Source: an optimization exercise on an open RTL-to-GDS flow (aim: small area, a short achievable clock period and few clock cycles per item). Production flows keep margins and buffers that such runs may drop.
Where RTL was checked, it was by simulation tests only, not by an equivalence proof against the original.
Power is estimated from default activity; no workload was simulated.

== the baseline ==
Design can_frame_parser, start of the top module:
module can_frame_parser (
    input  wire        clk,
    input  wire        rst,
    input  wire        in_valid,
    output wire        in_ready,
    input  wire [10:0] in_id,
    input  wire [3:0]  in_dlc,
    input  wire [63:0] in_data,
    output wire        rd_valid,
    input  wire        rd_ready,
    output wire        rd_last,
    output wire [7:0]  rd_field,
    output reg  [1:0]  rd_kind,
    output wire [16:0] rd_raw,
    output reg  [1:0]  rd_scale,
    output wire [55:0] rd_text,
    output wire [2:0]  rd_textlen,
    output wire        tx_valid,
    output wire [10:0] tx_id,
    output wire [3:0]  tx_dlc,
    output wire [63:0] tx_data,
    output wire        done,
    output reg  [5:0]  fault_bits,
    output wire [15:0] fault_count
);
Size: roughly 920 cells after synthesis, roughly 130 flip-flops, ~280 I/O pins, ~0.0086 sq mm of cells after synthesis.
==> flow/config.mk <==
export PLATFORM = sky130hd
export DESIGN_NAME = can_frame_parser
export DESIGN_NICKNAME = can_frame_parser
export VERILOG_FILES = /design/flow/design.v
export SDC_FILE = /design/flow/constraint.sdc
export NUM_CORES = 4
export LEC_CHECK = 0
export CAP_MARGIN = 20
export CORE_MARGIN = 2
export CORE_UTILIZATION = 35
export CTS_BUF_LIST = sky130_fd_sc_hd__clkbuf_8
export CTS_CLUSTER_DIAMETER = 150
export CTS_CLUSTER_SIZE = 40
export PLACE_DENSITY = 0.6
export SETUP_SLACK_MARGIN = 2.5
export SLEW_MARGIN = 20
==> flow/constraint.sdc <==
create_clock -name core_clock -period 6.0 [get_ports {clk}]
set_input_delay 1.2000 -clock core_clock [delete_from_list [all_inputs] [get_ports {clk}]]
set_output_delay 1.2000 -clock core_clock [all_outputs]
set_load 0.01 [all_outputs]
standard.sh (not shown) runs the stock make flow with config.mk's settings and CLKGATE_MAP_FILE= SYNTH_SCRIPT=/design/flow/synth_recipe.tcl, a recipe that flattens the netlist after the stock synthesis.
==> flow/flow/run.sh <==
#!/bin/bash
# Standard ORFS layout with fast port buffers and free cell resizing:
#  - ports are buffered with buf_1 instead of the default delay-buffer cell
#  - the resizer may swap a cell for any cell of the same function
#    (MATCH_CELL_FOOTPRINT=0), not only same-footprint ones.
set -euo pipefail
bash standard.sh MATCH_CELL_FOOTPRINT=0 \
  "BUFFER_PORTS_ARGS=-buffer_cell sky130_fd_sc_hd__buf_1" \
  finish > standard.log 2>&1
The baseline went all the way through synthesis, placement and routing and the layout is clean on timing, DRC and antenna.
Testbench counts of the baseline, summed over its fixed seeds: cycles 35,159, frames 20,000.
For the candidate, these inputs were changed with respect to the baseline:
-- flow/design.v --
<<< the baseline, line 36
    reg        carry_valid;
    reg [7:0]  carry_byte;     
    reg [15:0] fc;
    assign fault_count = fc;
    reg        em;             
    reg        zd;             
>>> the candidate, line 36
    reg        carry_valid;
    reg [7:0]  carry_byte;     
    reg [15:0] fc;             
    reg        fpend;          
    reg [3:0]  fc_g;           
    wire        fc_inc = fpend && !(&fc_g);
    wire [3:0]  fc_ci  = {fc_inc && fc_g[0] && fc_g[1] && fc_g[2],
                          fc_inc && fc_g[0] && fc_g[1], fc_inc && fc_g[0], fc_inc};
    reg  [15:0] fc_cy;
    integer     n;
    always @* begin
        for (n = 0; n < 4; n = n + 1)
            fc_cy[4*n +: 4] = {4{fc_ci[n]}} & {&fc[4*n +: 3], &fc[4*n +: 2], fc[4*n], 1'b1};
    end
    assign fault_count = fc ^ fc_cy;
    reg        em;             
    reg        zd;             
<<< the baseline, line 382
            carry_valid <= 1'b0;
            fc          <= 16'd0;
        end else begin
            if (ce) begin
>>> the candidate, line 393
            carry_valid <= 1'b0;
            fc          <= 16'd0;
            fpend       <= 1'b0;
            fc_g        <= 4'd0;
        end else begin
            if (ce) begin
<<< the baseline, line 391
            end
            txp <= take && n_tx;
            if (take) begin
                if (fault && ~&fc) fc <= fc + 16'd1;
                if (pre) begin
                    sel         <= pre_a ? SEL_A : pre_b ? SEL_B : SEL_C;
>>> the candidate, line 404
            end
            txp <= take && n_tx;
            fc    <= fault_count;
            fc_g  <= {&fault_count[15:12], &fault_count[11:8], &fault_count[7:4], &fault_count[3:0]};
            fpend <= take && fault;
            if (take) begin
                if (pre) begin
                    sel         <= pre_a ? SEL_A : pre_b ? SEL_B : SEL_C;
Results
Compared with the baseline, in the candidate die boundary width shows an increase of 2.3%; compound-gate portion of the synthesized area down 0.88 points; clock transition at the registers of the reported paths level. Share of synthesized area occupied by flip-flops and latches (higher): the baseline. Utilization after layout for the candidate is lower than for the baseline. Looking at switching share of power, the candidate sits 2.0 points higher than the baseline does. Per the comparison of the candidate with the baseline, wire length fell by 470 um; final hold slack grew by 0.021 ns; share of the cycle needed by the critical path after routing dropped 2.4 points. Peak clock frequency supported by timing: the candidate vs the baseline up about 4.3%. The candidate gives more clock skew than the baseline did. Final cell count came out higher on the candidate than on the baseline. Compared to the baseline, the candidate has portion of total power attributed to the clock network 5.8 points lower.
Function not checked in the candidate: the RTL went through the layout flow alone.

S:
Another version of the RTL of can_frame_parser (not shown whole).
For scale: ~130 flip-flops, about 280 I/O pins, roughly 8700 um^2 of cells after synthesis.
export LEC_CHECK = 0
export CAP_MARGIN = 20
export CORE_MARGIN = 2
export CORE_UTILIZATION = 35
export PLACE_DENSITY = 0.6
export SETUP_SLACK_MARGIN = 2.0
export SLEW_MARGIN = 20
create_clock -name core_clock -period 6.0 [get_ports {clk}]
==> flow/flow/run.sh <==
#!/bin/bash
# Standard ORFS layout with fast port buffers and free cell resizing:
#  - ports are buffered with buf_2 instead of the default delay-buffer cell
#  - the resizer may swap a cell for any cell of the same function
#    (MATCH_CELL_FOOTPRINT=0), not only same-footprint ones.
set -euo pipefail
bash standard.sh MATCH_CELL_FOOTPRINT=0 \
  "BUFFER_PORTS_ARGS=-buffer_cell sky130_fd_sc_hd__buf_2" \
  finish > standard.log 2>&1
Testbench counts of S, summed over its fixed seeds: cycles 35,159, frames 20,000.
Setup changes, S to R
-- flow/design.v --
<<< S, line 188
        c_idx  = 3'd0;
        c_last = 1'b0;
        c_min  = 4'b0000;
        c_f4   = 1'b0;
        c_f5   = 1'b0;
>>> R, line 188
        c_idx  = 3'd0;
        c_last = 1'b0;
        c_min  = 4'd0;
        c_f4   = 1'b0;
        c_f5   = 1'b0;
<<< S, line 195
        case (sel)
            SEL_A: case (line)
                4'd1: begin c_plan = P_A1; c_min = 4'b1000; end
                4'd3: begin c_plan = P_A3; c_min = 4'b0001; c_last = 1'b1; end
                default: ;
            endcase
            SEL_B: if (line == 4'd1) begin c_plan = P_B1; c_last = 1'b1; end
            SEL_C: case (line)
                4'd2:  begin c_plan = P_C2; c_min = 4'b0100; end
                4'd4:  begin c_plan = P_C4; c_min = 4'b1000; end
                4'd5:  begin c_plan = P_C5; c_min = 4'b1000; c_f4 = carry_valid;
                             c_ncv = 1'b1; c_cst = 1'b1; end
                4'd6:  begin c_plan = P_C6; c_min = 4'b1000; c_f5 = !carry_valid;
                             c_ncv = 1'b0; c_idx = {2'd0, !carry_valid}; end
                4'd7:  begin c_min = 4'b1000; c_f4 = carry_valid;
                             c_ncv = 1'b1; c_cst = 1'b1; end
                4'd8:  begin c_plan = P_C8; c_min = 4'b1000; c_f5 = !carry_valid;
                             c_ncv = 1'b1; c_cst = 1'b1; c_idx = {2'd0, !carry_valid};
                             c_last = !carry_valid; end
                4'd9:  begin c_plan = P_C9; c_min = 4'b0010; c_f5 = !carry_valid;
                             c_ncv = 1'b0; c_idx = {2'd0, !carry_valid};
                             c_last = !carry_valid; end
                4'd14: begin c_plan = P_C14; c_min = 4'b0010; c_last = 1'b1; end
                default: ;
            endcase
>>> R, line 195
        case (sel)
            SEL_A: case (line)
                4'd1: begin c_plan = P_A1; c_min = 4'd8; end
                4'd3: begin c_plan = P_A3; c_min = 4'd2; c_last = 1'b1; end
                default: ;
            endcase
            SEL_B: if (line == 4'd1) begin c_plan = P_B1; c_last = 1'b1; end
            SEL_C: case (line)
                4'd2:  begin c_plan = P_C2; c_min = 4'd6; end
                4'd4:  begin c_plan = P_C4; c_min = 4'd8; end
                4'd5:  begin c_plan = P_C5; c_min = 4'd8; c_f4 = carry_valid;
                             c_ncv = 1'b1; c_cst = 1'b1; end
                4'd6:  begin c_plan = P_C6; c_min = 4'd8; c_f5 = !carry_valid;
                             c_ncv = 1'b0; c_idx = {2'd0, !carry_valid}; end
                4'd7:  begin c_min = 4'd8; c_f4 = carry_valid;
                             c_ncv = 1'b1; c_cst = 1'b1; end
                4'd8:  begin c_plan = P_C8; c_min = 4'd8; c_f5 = !carry_valid;
                             c_ncv = 1'b1; c_cst = 1'b1; c_idx = {2'd0, !carry_valid};
                             c_last = !carry_valid; end
                4'd9:  begin c_plan = P_C9; c_min = 4'd4; c_f5 = !carry_valid;
                             c_ncv = 1'b0; c_idx = {2'd0, !carry_valid};
                             c_last = !carry_valid; end
                4'd14: begin c_plan = P_C14; c_min = 4'd4; c_last = 1'b1; end
                default: ;
            endcase
<<< S, line 256
    wire [2:0] t_idx = {t4 || t5, t2 || t3, t1 || t3 || t5};
    wire c_act   = cont && sel != SEL_IDLE;
    wire dge2 = in_dlc >= 4'd2, dge8 = in_dlc >= 4'd8;
    wire c_fit   = !((c_min[3] && !dge8) || (c_min[2] && !dge6) ||
                     (c_min[1] && !dge4) || (c_min[0] && !dge2));
    wire c_ok    = c_act && c_fit;
    wire c_short = c_act && !c_fit;
>>> R, line 256
    wire [2:0] t_idx = {t4 || t5, t2 || t3, t1 || t3 || t5};
    wire c_act   = cont && sel != SEL_IDLE;
    wire c_fit   = in_dlc >= c_min;
    wire c_ok    = c_act && c_fit;
    wire c_short = c_act && !c_fit;
<<< S, line 295
    assign rd_last  = eml;
    assign done     = zd || (eml && rd_ready);
    assign in_ready = (!em && !eml) || (eml && rd_ready);
    wire   ce       = !em || (eml && rd_ready);
    wire   take     = in_valid && ce && !rst;
    wire        skip    = rd_field == 8'h07 && skip1;
    wire [7:0]  fld_nx  = {2'b00, rd_field[5:0] + {4'd0, skip, !skip}};
>>> R, line 293
    assign rd_last  = eml;
    assign done     = zd || (eml && rd_ready);
    assign in_ready = !em || (eml && rd_ready);
    wire   take     = in_valid && in_ready && !rst;
    wire        skip    = rd_field == 8'h07 && skip1;
    wire [7:0]  fld_nx  = {2'b00, rd_field[5:0] + {4'd0, skip, !skip}};
<<< S, line 331
    wire single = id282 || id381 || id481;
    always @(posedge clk) begin
        if (ce) begin
            skip1      <= id481 && lk1;
            {r_f7, r_f} <= {f_desc[23], f_desc[21:16]};
>>> R, line 328
    wire single = id282 || id381 || id481;
    always @(posedge clk) begin
        if (in_ready) begin
            skip1      <= id481 && lk1;
            {r_f7, r_f} <= {f_desc[23], f_desc[21:16]};
<<< S, line 358
            fc          <= 16'd0;
        end else begin
            if (ce) begin
                em  <= in_valid && has_rd;
                zd  <= in_valid && !has_rd;
>>> R, line 355
            fc          <= 16'd0;
        end else begin
            if (in_ready) begin
                em  <= in_valid && has_rd;
                zd  <= in_valid && !has_rd;
Findings:
- For final critical delay including setup and external delays, S and R come out practically identical.
- Sort R and S by proportion of power drawn by combinational gates, ascending, and S comes first.
- Per the final summary, R finished and its layout is clean on timing, DRC and antenna.
- On final-layout setup total negative slack, R and S are neck and neck.
- The initial core utilization in R sits 0.30 points below the value recorded for S.
- When R is set beside S, its XOR/XNOR share of the synthesized area turns out to be 0.83 points smaller.
- | slew at the pin closest to its max-slew limit | R vs S | ≈ equal |
- Of R and S, the run reporting the higher number of placement rows was R.
- Looking at first-iteration DRC count, R sits below S.
- Mux cell area share after synthesis, R and S: higher on S
For R, only the layout was checked, not whether the RTL still works.

can_frame_parser, a different RTL version from the one above (not shown whole).
For scale: about 900 cells after synthesis, about 140 flip-flops, roughly 8500 µm² of cells after synthesis.
## can_frame_parser
module can_frame_parser (
    input  wire        clk,
    input  wire        rst,
    input  wire        in_valid,
    output wire        in_ready,
    input  wire [10:0] in_id,
    input  wire [3:0]  in_dlc,
    input  wire [63:0] in_data,
    output wire        rd_valid,
    input  wire        rd_ready,
    output wire        rd_last,
    output wire [7:0]  rd_field,
    output wire [1:0]  rd_kind,
    output wire [16:0] rd_raw,
    output wire [1:0]  rd_scale,
    output wire [55:0] rd_text,
    output wire [2:0]  rd_textlen,
    output wire        tx_valid,
    output wire [10:0] tx_id,
    output wire [3:0]  tx_dlc,
    output wire [63:0] tx_data,
    output wire        done,
    output reg  [5:0]  fault_bits,
    output wire [15:0] fault_count
);
==> flow/config.mk <==
export PLATFORM = sky130hd
export DESIGN_NAME = can_frame_parser
export DESIGN_NICKNAME = can_frame_parser
export VERILOG_FILES = /design/flow/design.v
export SDC_FILE = /design/flow/constraint.sdc
export NUM_CORES = 4
export LEC_CHECK = 0
export CAP_MARGIN = 20
export CORE_MARGIN = 2
export CORE_UTILIZATION = 35
export CTS_BUF_LIST = sky130_fd_sc_hd__clkbuf_8
export CTS_CLUSTER_DIAMETER = 150
export CTS_CLUSTER_SIZE = 40
export PLACE_DENSITY = 0.6
export SETUP_SLACK_MARGIN = 2.5
export SLEW_MARGIN = 20
==> flow/constraint.sdc <==
create_clock -name core_clock -period 6.0 [get_ports {clk}]
set_input_delay 1.2000 -clock core_clock [delete_from_list [all_inputs] [get_ports {clk}]]
set_output_delay 1.2000 -clock core_clock [all_outputs]
set_load 0.01 [all_outputs]
==> flow/flow/run.sh <==
#!/bin/bash
# Standard ORFS layout with fast port buffers and free cell resizing:
#  - ports are buffered with buf_1 instead of the default delay-buffer cell
#  - the resizer may swap a cell for any cell of the same function
#    (MATCH_CELL_FOOTPRINT=0), not only same-footprint ones.
set -euo pipefail
bash standard.sh MATCH_CELL_FOOTPRINT=0 \
  "BUFFER_PORTS_ARGS=-buffer_cell sky130_fd_sc_hd__buf_1" \
  finish > standard.log 2>&1
Testbench counts at the start, summed over its fixed seeds: cycles 35,159, frames 20,000.
Rerun with:
--- a/flow/design.v
+++ b/flow/design.v
@@ -28,35 +28,25 @@
     localparam [4:0] P_NONE = 5'd0, P_282 = 5'd1, P_381 = 5'd2, P_382 = 5'd3,
                      P_481 = 5'd4, P_A1 = 5'd6, P_A3 = 5'd7,
                      P_B1 = 5'd8, P_C2 = 5'd9, P_C4 = 5'd10, P_C5 = 5'd11,
                      P_C6 = 5'd12, P_C8 = 5'd13, P_C9 = 5'd14, P_C14 = 5'd15,
                      P_OS0 = 5'd16;   
     reg [1:0]  sel;
     reg [3:0]  line;           
     reg        upload;
     reg        carry_valid;
     reg [7:0]  carry_byte;     
     reg [15:0] fc;             
     reg        fpend;          
-    reg [3:0]  fc_g;           
-    wire        fc_inc = fpend && !(&fc_g);
-    wire [3:0]  fc_ci  = {fc_inc && fc_g[0] && fc_g[1] && fc_g[2],
-                          fc_inc && fc_g[0] && fc_g[1], fc_inc && fc_g[0], fc_inc};
-    reg  [15:0] fc_cy;
-    integer     n;
-    always @* begin
-        for (n = 0; n < 4; n = n + 1)
-            fc_cy[4*n +: 4] = {4{fc_ci[n]}} & {&fc[4*n +: 3], &fc[4*n +: 2], fc[4*n], 1'b1};
-    end
-    assign fault_count = fc ^ fc_cy;
+    assign fault_count = (fpend && ~&fc) ? fc + 16'd1 : fc;
     reg        em;             
     reg        zd;             
     reg        eml;            
     reg        skip1;          
     reg        txp;            
     reg [1:0]  tx_code;
     reg        cst;            
     reg [2:0]  tlen;
     reg [55:0] dat;            
     wire [7:0] d1 = dat[7:0],   d2 = dat[15:8],  d3 = dat[23:16], d4 = dat[31:24];
     wire [7:0] d5 = dat[39:32], d6 = dat[47:40], d7 = dat[55:48];
     localparam [1:0] H_NEXT = 2'd0, H_ZERO = 2'd2, H_SEXT = 2'd3;
@@ -397,36 +387,34 @@
         if (done && cst) carry_byte <= d7;
         if (rst) begin
             em          <= 1'b0;
             zd          <= 1'b0;
             eml         <= 1'b0;
             txp         <= 1'b0;
             sel         <= SEL_IDLE;
             line        <= 4'd0;
             upload      <= 1'b0;
             carry_valid <= 1'b0;
             fc          <= 16'd0;
             fpend       <= 1'b0;
-            fc_g        <= 4'd0;
         end else begin
             if (ce) begin
                 em  <= in_valid && has_rd;
                 zd  <= in_valid && !has_rd;
                 eml <= in_valid && f_last;
             end else if (rd_ready) begin
                 eml <= dn[22];
             end
             txp <= take && n_tx;
             fc    <= fault_count;
-            fc_g  <= {&fault_count[15:12], &fault_count[11:8], &fault_count[7:4], &fault_count[3:0]};
             fpend <= take && fault;
             if (take) begin
                 if (pre) begin
                     sel         <= pre_a ? SEL_A : pre_b ? SEL_B : SEL_C;
                     line        <= 4'd1;
                     carry_valid <= 1'b0;
                 end else if (u_band) begin
                     sel         <= SEL_IDLE;
                     line        <= 4'd0;
                     carry_valid <= 1'b0;
                 end else if (c_ok) begin
                     line        <= line_inc;
Outcome:
- sequential cell count drops by 4
- setup slack got worse by 0.12 ns
- via count stays flat
- cell area increases by 3.8%
- combinational power hardly moves
- routed wire length climbs by 1.3%
- clock power came out lower by 2.7%
Only the layout flow was run in the second run of this note; the RTL was not checked for function there.

==> afterwards: timing with drivers on the ports <==
The results above use ideal ports. As a check the final layouts listed here were re-extracted and re-timed, cells and wires unchanged. Step 1 (the two cells are an assumption about what drives the block):
set clk [get_ports {clk}]
set_driving_cell -lib_cell sky130_fd_sc_hd__clkbuf_16 $clk
set_driving_cell -lib_cell sky130_fd_sc_hd__buf_2 [delete_from_list [all_inputs] $clk]
Step 2 times the ports against the registers' clock, not the clock port: input delays grow and output delays shrink by t, the midpoint of the rising clock arrivals with the driver on. Slacks: ideal ports / drivers / drivers and shift; pairs: ideal ports / drivers.
run | shift t [ns] | setup slack, ns | cell pins on the clock port's net
the baseline | 0.497 | 2.475 / 2.502 / 2.005 | 1
the candidate | 0.482 | 2.621 / 2.606 / 2.124 | 1
S | 0.472 | 2.151 / 2.108 / 1.763 | 1
R | 0.475 | 2.151 / 2.151 / 1.722 | 1
the first run of note 3 | 0.486 | 2.580 / 2.543 / 2.162 | 1
the second run of note 3 | 0.487 | 2.461 / 2.420 / 2.290 | 1
After both steps setup and hold are still met in every run listed. The setup slack of the candidate, which loses most, moves by -0.015 ns with the drivers and by -0.497 ns with both steps.
